This design comes from an exercise in tuning for small area, a short achievable clock period and few clock cycles on the open sky130 flow, not from production work. Function was checked by simulation only, so behaviour that the tests miss may differ from the original.

==> 12-12: inputs <==
==> flow/design.v (excerpt) <==
module gotune_gate (
    input  wire        clk,
    input  wire        rst,
    input  wire        start_valid,
    output wire        start_ready,
    input  wire [15:0] cfg_n,
    input  wire [63:0] cfg_silence,
    input  wire        s_valid,
    output wire        s_ready,
    input  wire [63:0] s_data,
    output wire        r_valid,
    output wire [63:0] r_rms,
    output wire        r_silent
);
make LEC_CHECK=0 ABC_AREA=1 CAP_MARGIN=20 CORE_MARGIN=2 CORE_UTILIZATION=40 PLACE_DENSITY=0.5 SLEW_MARGIN=20 finish   # period 40.0 ns
run.sh (not shown) runs the stock make flow with config.mk's settings and CLKGATE_MAP_FILE= SYNTH_SCRIPT=/design/flow/synth_recipe.tcl, a recipe that flattens the netlist after the stock synthesis.
==> inputs of 01-17, as changes to 12-12 <==
--- a/flow/design.v
+++ b/flow/design.v
@@ -4,29 +4,26 @@
     input  wire               take,      
     input  wire               b_v,       
     input  wire [51:0]        b_f,
     input  wire signed [11:0] b_e,
     input  wire               b_inf,
     input  wire               b_nan,
-    output wire [63:0]        acc        
+    output reg  [52:0]        a_m,
+    output reg  [10:0]        a_e,
+    output reg                a_inf,
+    output reg                a_nan
 );
-    localparam [63:0] QNAN = 64'h7FF8000000000000;
-    localparam [63:0] PINF = 64'h7FF0000000000000;
     reg         z_v;
     reg  [51:0] z_f;
     reg  [10:0] z_e;
     reg         z_inf, z_nan;
     reg         z_neg;      
     reg         z_m1;       
     reg  [5:0]  z_s;        
     reg         z_big;      
-    reg  [52:0] a_m;
-    reg  [10:0] a_e;
-    reg         a_c;
-    reg         a_inf, a_nan;
-    assign acc = a_nan ? QNAN : a_inf ? PINF : {1'b0, a_m[52] ? a_e : 11'd0, a_m[51:0]};
+    reg         a_c;        
     wire        case_a = !z_neg || (z_m1 && a_c);
     wire [55:0] aw     = {a_m, 3'b000};
     wire [55:0] bw     = {1'b1, z_f, 3'b000};
     wire [55:0] pre    = case_a ? bw : aw;
     wire [55:0] x      = case_a ? aw : bw;
     wire        extra  = case_a ? (!z_neg && a_c) : !a_c;
@@ -1778,56 +1775,57 @@
     input  wire        rst,         
     input  wire        rst_out,     
     input  wire        job,         
     input  wire        job_empty,   
     input  wire [15:0] n_in,        
     input  wire [63:0] s_in,
-    input  wire [63:0] acc,         
+    input  wire [52:0] a_m,         
+    input  wire [10:0] a_e,         
+    input  wire        a_inf,       
+    input  wire        a_nan,
     output wire        take,        
     output wire        idle,
     output reg         r_valid,
     output wire [63:0] r_rms,
     output reg         r_silent
 );
     localparam [62:0] QNAN = 63'h7FF8000000000000;
     localparam [62:0] PINF = 63'h7FF0000000000000;
     localparam [2:0] B_IDLE = 3'd0, B_WAIT = 3'd1, B_DIV = 3'd2, B_DPACK = 3'd3,
-                     B_SQRT = 3'd4, B_SPACK = 3'd5, B_FIN = 3'd6, B_DUNPK = 3'd7;
+                     B_SQRT = 3'd4, B_SPACK = 3'd5, B_FIN = 3'd6;
+    localparam [1:0] K_ZERO = 2'd0, K_NAN = 2'd1, K_INF = 2'd2;
     reg  [2:0]  state;
     reg  [5:0]  it;
     reg         started;
     reg         empty_q;
+    reg  [1:0]  kind;
     reg  [11:0] ex;           
     reg  [53:0] w;            
-    reg  [62:0] r;            
+    reg  [53:0] r;            
     reg  [54:0] sr;           
     reg  [62:0] s_back;       
     assign take  = (state == B_WAIT) && (it == 6'd0);
     assign idle  = (state == B_IDLE);
     assign r_rms = {1'b0, s_back};
-    wire [10:0] pe = acc[62:52];
-    wire        p_nan  = (pe == 11'h7FF) && (acc[51:0] != 52'd0);
-    wire        p_inf  = (pe == 11'h7FF) && (acc[51:0] == 52'd0);
-    wire        p_zero = (acc[62:0] == 63'd0);
     wire [15:0] dv    = sr[54:39];
     wire [16:0] rin   = {sr[15:0], w[53]};
     wire [17:0] dsub  = {1'b0, rin} - {2'b00, dv};
     wire        qb    = !dsub[17];
     wire [53:0] rq    = {r[52:0], qb};
     wire [11:0] ex_m1 = ex - 12'd1;
     wire        use_q = (state == B_DPACK);
     wire        stk   = use_q ? (sr[15:0] != 16'd0) : (sr != 55'd0);
     wire [10:0] pk_e  = r[53] ? ex[10:0] : 11'd0;
     wire [62:0] pk    = {pk_e, r[52:1]} + {62'd0, r[0] & (r[1] | stk)};
-    wire [10:0] qe    = r[62:52];
+    wire [10:0] qe    = pk[62:52];
     wire [10:0] qeu   = (qe == 11'd0) ? 11'd1 : qe;
-    wire [52:0] qm    = {qe != 11'd0, r[51:0]};
+    wire [52:0] qm    = {qe != 11'd0, pk[51:0]};
     wire [11:0] re    = ({1'b0, qeu} + 12'd1022 + {11'd0, qeu[0]}) >> 1;
     wire [1:0]  pair  = w[53:52];
     wire [56:0] sin   = {sr, pair};
-    wire [56:0] trial = {1'b0, r[53:0], 2'b01};
+    wire [56:0] trial = {1'b0, r, 2'b01};
     wire [57:0] ssub  = {1'b0, sin} - {1'b0, trial};
     wire        rb    = !ssub[57];
     wire        cnt_it = started || (pair != 2'b00);
     always @(posedge clk) begin
         r_valid <= 1'b0;
         if (rst) begin
@@ -1844,120 +1842,103 @@
                         state   <= B_WAIT;
                     end
                 end
                 B_WAIT: begin
                     it <= it - 6'd1;
                     if (it == 6'd0) begin
-                        w        <= {(pe != 11'd0), acc[51:0], 1'b0};
-                        ex       <= {1'b0, (pe == 11'd0) ? 11'd1 : pe} + 12'd54;
-                        r        <= 63'd0;
+                        w        <= {a_m, 1'b0};
+                        ex       <= {1'b0, a_e} + 12'd54;
+                        r        <= 54'd0;
                         sr[15:0] <= 16'd0;
-                        if (empty_q || p_zero) begin
+                        kind     <= empty_q ? K_ZERO : a_nan ? K_NAN : a_inf ? K_INF : K_ZERO;
+                        if (empty_q || a_nan || a_inf || (a_m == 53'd0))
                             state <= B_FIN;
-                        end else if (p_nan) begin
-                            r     <= QNAN;
-                            state <= B_FIN;
-                        end else if (p_inf) begin
-                            r     <= PINF;
-                            state <= B_FIN;
-                        end else begin
+                        else
                             state <= B_DIV;
-                        end
                     end
                 end
                 B_DIV: begin
                     sr[15:0] <= qb ? dsub[15:0] : rin[15:0];
                     w        <= {w[52:0], 1'b0};
-                    r[53:0]  <= rq;
+                    r        <= rq;
                     ex       <= ex_m1;
                     if (rq[53] || (ex_m1 == 12'd1)) state <= B_DPACK;
                 end
                 B_DPACK: begin
-                    r     <= pk;
-                    state <= B_DUNPK;
-                end
-                B_DUNPK: begin
                     w       <= qeu[0] ? {1'b0, qm} : {qm, 1'b0};
                     ex      <= re;
-                    r       <= 63'd0;
+                    r       <= 54'd0;
                     sr      <= 55'd0;
                     it      <= 6'd0;
                     started <= 1'b0;
-                    state   <= (r == 63'd0) ? B_FIN : B_SQRT;
+                    state   <= (pk == 63'd0) ? B_FIN : B_SQRT;
                 end
                 B_SQRT: begin
                     w       <= {w[51:0], 2'b00};
                     sr      <= rb ? ssub[54:0] : sin[54:0];
-                    r[53:0] <= {r[52:0], rb};
+                    r       <= {r[52:0], rb};
                     started <= cnt_it;
                     if (cnt_it) begin
                         it <= it + 6'd1;
                         if (it == 6'd53) state <= B_SPACK;
                     end else begin
                         ex <= ex_m1;
                     end
                 end
                 B_SPACK: begin
-                    r     <= pk;
-                    state <= B_FIN;
+                    r_valid  <= !rst_out;
+                    r_silent <= empty_q || (s_back > pk);
+                    s_back   <= pk;
+                    state    <= B_IDLE;
                 end
                 B_FIN: begin
                     r_valid  <= !rst_out;
-                    r_silent <= empty_q || (s_back > r);
-                    s_back   <= r;
+                    r_silent <= empty_q || ((kind == K_ZERO) && (s_back != 63'd0));
+                    s_back   <= (kind == K_NAN) ? QNAN : (kind == K_INF) ? PINF : 63'd0;
                     state    <= B_IDLE;
                 end
                 default: state <= B_IDLE;
             endcase
         end
     end
 endmodule
 module sq_stage1 (
     input  wire [63:0]  x,
-    output wire [55:0]  ha,
-    output wire [55:0]  hb,
-    output wire         cin,
+    output wire [55:0]  q,       
     output wire         st50,    
-    output wire         p105,    
     output wire [10:0]  ex,
     output wire         zero,    
     output wire         inf,
     output wire         nan
 );
     wire [51:0]  fx = x[51:0];
     wire [52:0]  m  = {1'b1, fx};
     wire [105:0] pa, pb;
     sq53 u_sq (.m(m), .pa(pa), .pb(pb));
-    wire [50:0]  lo = {1'b0, pa[49:0]} + {1'b0, pb[49:0]};
-    assign ha   = pa[105:50];
-    assign hb   = pb[105:50];
-    assign cin  = lo[50];
+    wire [105:0] p  = pa + pb;
+    assign q    = p[105:50];
     assign st50 = |m[24:0];
-    assign p105 = (m >= 53'h16A09E667F3BCD);
     assign ex   = x[62:52];
     assign zero = (ex == 11'd0);
     assign inf  = (ex == 11'h7FF) && (fx == 52'd0);
     assign nan  = (ex == 11'h7FF) && (fx != 52'd0);
 endmodule
 module sq_stage2 (
-    input  wire [55:0]        ha,
-    input  wire [55:0]        hb,
-    input  wire               cin,
+    input  wire [55:0]        q,        
     input  wire               st50,
-    input  wire               p105,
     input  wire [10:0]        ex,
     input  wire               zero_i,
     input  wire               inf_i,
     input  wire               nan_i,
     output wire [51:0]        f,
     output wire signed [11:0] eo,
     output wire               zero,
     output wire               inf,
     output wire               nan
 );
-    wire [55:0] q    = ha + hb + {55'd0, cin};    
+    wire        p105 = q[55];
     wire signed [12:0] g = 13'sd1026 - $signed({1'b0, ex, 1'b0});
     wire        g_big = (g >= 13'sd57);
     wire        g_hi  = (g >= 13'sd3);
     wire [5:0]  lp    = g_hi ? g[5:0] : {4'd0, 1'b1, p105};    
     reg  [55:0] mask;
     integer i;
@@ -2005,46 +1986,47 @@
     assign start_ready = st_rdy;
     assign s_ready     = sm_rdy;
     wire start_fire = start_valid && st_rdy;
     wire s_fire     = s_valid && sm_rdy;
     reg  [63:0] xin;
     reg         vin;
-    reg  [55:0] p_a, p_b;
-    reg         p_cin, p_st, p_105;
+    reg  [55:0] p_q;
+    reg         p_st;
     reg  [10:0] p_e;
     reg         p_z, p_inf, p_nan, p_v;
-    wire [55:0] s1_a, s1_b;
-    wire        s1_cin, s1_st, s1_105;
+    wire [55:0] s1_q;
+    wire        s1_st;
     wire [10:0] s1_e;
     wire        s1_z, s1_inf, s1_nan;
-    sq_stage1 u_s1 (.x(xin), .ha(s1_a), .hb(s1_b), .cin(s1_cin), .st50(s1_st), .p105(s1_105), .ex(s1_e),
+    sq_stage1 u_s1 (.x(xin), .q(s1_q), .st50(s1_st), .ex(s1_e),
                     .zero(s1_z), .inf(s1_inf), .nan(s1_nan));
     wire [51:0] s2_f;
     wire [11:0] s2_e;
     wire        s2_z, s2_inf, s2_nan;
-    sq_stage2 u_s2 (.ha(p_a), .hb(p_b), .cin(p_cin), .st50(p_st), .p105(p_105), .ex(p_e),
+    sq_stage2 u_s2 (.q(p_q), .st50(p_st), .ex(p_e),
                     .zero_i(p_z), .inf_i(p_inf), .nan_i(p_nan),
                     .f(s2_f), .eo(s2_e), .zero(s2_z), .inf(s2_inf), .nan(s2_nan));
-    wire [63:0] acc;
+    wire [52:0] a_m;
+    wire [10:0] a_e;
+    wire        a_inf, a_nan;
     wire        take, b_idle;
     acc_sum u_sum (.clk(clk), .rst(rst_q), .take(take), .b_v(p_v && !s2_z), .b_f(s2_f), .b_e(s2_e),
-                   .b_inf(s2_inf), .b_nan(s2_nan), .acc(acc));
+                   .b_inf(s2_inf), .b_nan(s2_nan),
+                   .a_m(a_m), .a_e(a_e), .a_inf(a_inf), .a_nan(a_nan));
     rms_unit u_rms (.clk(clk), .rst(rst_q), .rst_out(rst || rst_q), .job(job), .job_empty(job_empty),
-                    .n_in(n_front), .s_in(s_front), .acc(acc), .take(take), .idle(b_idle),
+                    .n_in(n_front), .s_in(s_front), .a_m(a_m), .a_e(a_e), .a_inf(a_inf), .a_nan(a_nan),
+                    .take(take), .idle(b_idle),
                     .r_valid(r_valid), .r_rms(r_rms), .r_silent(r_silent));
     wire free    = b_idle && !job;
     wire is_last = vin ? (cnt == 16'd2) : (cnt == 16'd1);
     wire is_zero = (cnt == 16'd0) && !vin;
     always @(posedge clk) begin
         rst_q <= rst;
         xin   <= s_data;
-        p_a   <= s1_a;
-        p_b   <= s1_b;
-        p_cin <= s1_cin;
+        p_q   <= s1_q;
         p_st  <= s1_st;
-        p_105 <= s1_105;
         p_e   <= s1_e;
         p_z   <= s1_z;
         p_inf <= s1_inf;
         p_nan <= s1_nan;
         if (!sm_rdy && !pend) begin
             cnt     <= cfg_n;
==> flow/flow/run.sh (new file) <==
#!/bin/bash
# The standard layout (the standard.sh, unchanged synthesis and steps),
# with one difference: the buffer that the flow puts on every input and output
# port is a sky130_fd_sc_hd__buf_2 instead of the flow's default choice.
# make's full output goes to standard_flow.log; each ORFS step keeps its own
# log under orfs/logs/.
set -euo pipefail
export BUFFER_PORTS_ARGS="-buffer_cell sky130_fd_sc_hd__buf_2"
bash standard.sh > standard_flow.log 2>&1
==> flow/standard.sh (new file) <==
#!/bin/bash
# synth_recipe.tcl (not shown) runs the flow's synth.tcl, then flattens the netlist and writes it again
# the make line also repeats each setting of config.mk as NAME=value (left out here)
make -C /OpenROAD-flow-scripts/flow DESIGN_CONFIG=/design/flow/config.mk WORK_HOME=/design/flow/orfs CLKGATE_MAP_FILE= SYNTH_SCRIPT=/design/flow/synth_recipe.tcl "${@:-finish}"
removed: flow/run.sh
==> inputs of 08-05, as changes to 12-12 <==
==> flow/flow/run.sh (new file) <==
#!/bin/bash
# The standard layout (the standard.sh, unchanged synthesis and steps),
# with one difference: the buffer that the flow puts on every input and output
# port is a sky130_fd_sc_hd__buf_2 instead of the flow's default choice.
# make's full output goes to standard_flow.log; each ORFS step keeps its own
# log under orfs/logs/.
set -euo pipefail
export BUFFER_PORTS_ARGS="-buffer_cell sky130_fd_sc_hd__buf_2"
bash standard.sh > standard_flow.log 2>&1
==> flow/standard.sh (new file) <==
#!/bin/bash
# synth_recipe.tcl (not shown) runs the flow's synth.tcl, then flattens the netlist and writes it again
# the make line also repeats each setting of config.mk as NAME=value (left out here)
make -C /OpenROAD-flow-scripts/flow DESIGN_CONFIG=/design/flow/config.mk WORK_HOME=/design/flow/orfs CLKGATE_MAP_FILE= SYNTH_SCRIPT=/design/flow/synth_recipe.tcl "${@:-finish}"
removed: flow/run.sh
==> flow_summary_export.csv <==
group,metric,value,unit
status,status,"finished clean",
finish,seq_cell_count,698,
detailed_routing,vias_per_cell,5.74,
detailed_routing,wl,364,mm
finish,clkbuf_count,105,
worst_setup_path,cp_num_cells,1,
worst_setup_path,worstSetupStartpoint,"u_rms.s_back[60]",
the above is filed under 12-12

==> flow_summary_export.csv <==
group,metric,value,unit
detailed_routing,wl,353,mm
status,status,"finished clean",
finish,clkbuf_count,95,
detailed_routing,vias_per_cell,5.78,
worst_setup_path,cp_num_cells,28,
finish,seq_cell_count,633,
worst_setup_path,worstSetupStartpoint,"xin[17]",
the above is filed under 01-17

==> flow_summary_export.csv <==
group,metric,value,unit
worst_setup_path,r2r_end,"u_sum.z_s[1]",
logic_synthesis,synth_ff_type,"dfxtp_1",
detailed_routing,wl,367,mm
worst_setup_path,cp_num_cells,1,
worst_setup_path,worstSetupStartpoint,"u_rms.s_back[42]",
finish,fin_area,91800,sq um
finish,clkbuf_count,113,
logic_synthesis,ys_warn_count,4,
floorplan,die_area,216000,sq um
logic_synthesis,muxShareOfSynthArea,0.298,%
status,status,"finished clean",
the above is filed under 08-05

Testbench counts of 12-12, summed over its fixed seeds: cycles 70,942.
Testbench counts of 01-17, summed over its fixed seeds: cycles 70,926.
Testbench counts of 08-05, summed over its fixed seeds: cycles 70,942.

## static timing again, ports no longer ideal
Ports are ideal in the flow. The routed layouts listed here were re-timed in OpenROAD. Step 1: set_driving_cell puts a clkbuf_16 on clk and a buf_2 on each other input, an assumption about the parent block. Step 2, shift: input delay + t, output delay - t, t = (earliest + latest rising clock arrival at the registers) / 2. This alone moves slack from input paths to output paths. Slacks: no drivers / after step 1 / after step 2; pairs: no drivers / after step 1.
run	t, ns	setup WS [ns]	clock arrival spread, ns
12-12	0.804	30.180 / 30.089 / 30.752	0.079 / 0.079
01-17	0.810	30.009 / 30.009 / 30.009	0.051 / 0.051
08-05	0.812	30.581 / 30.492 / 30.718	0.046 / 0.047
After both steps setup and hold are still met in every run listed.
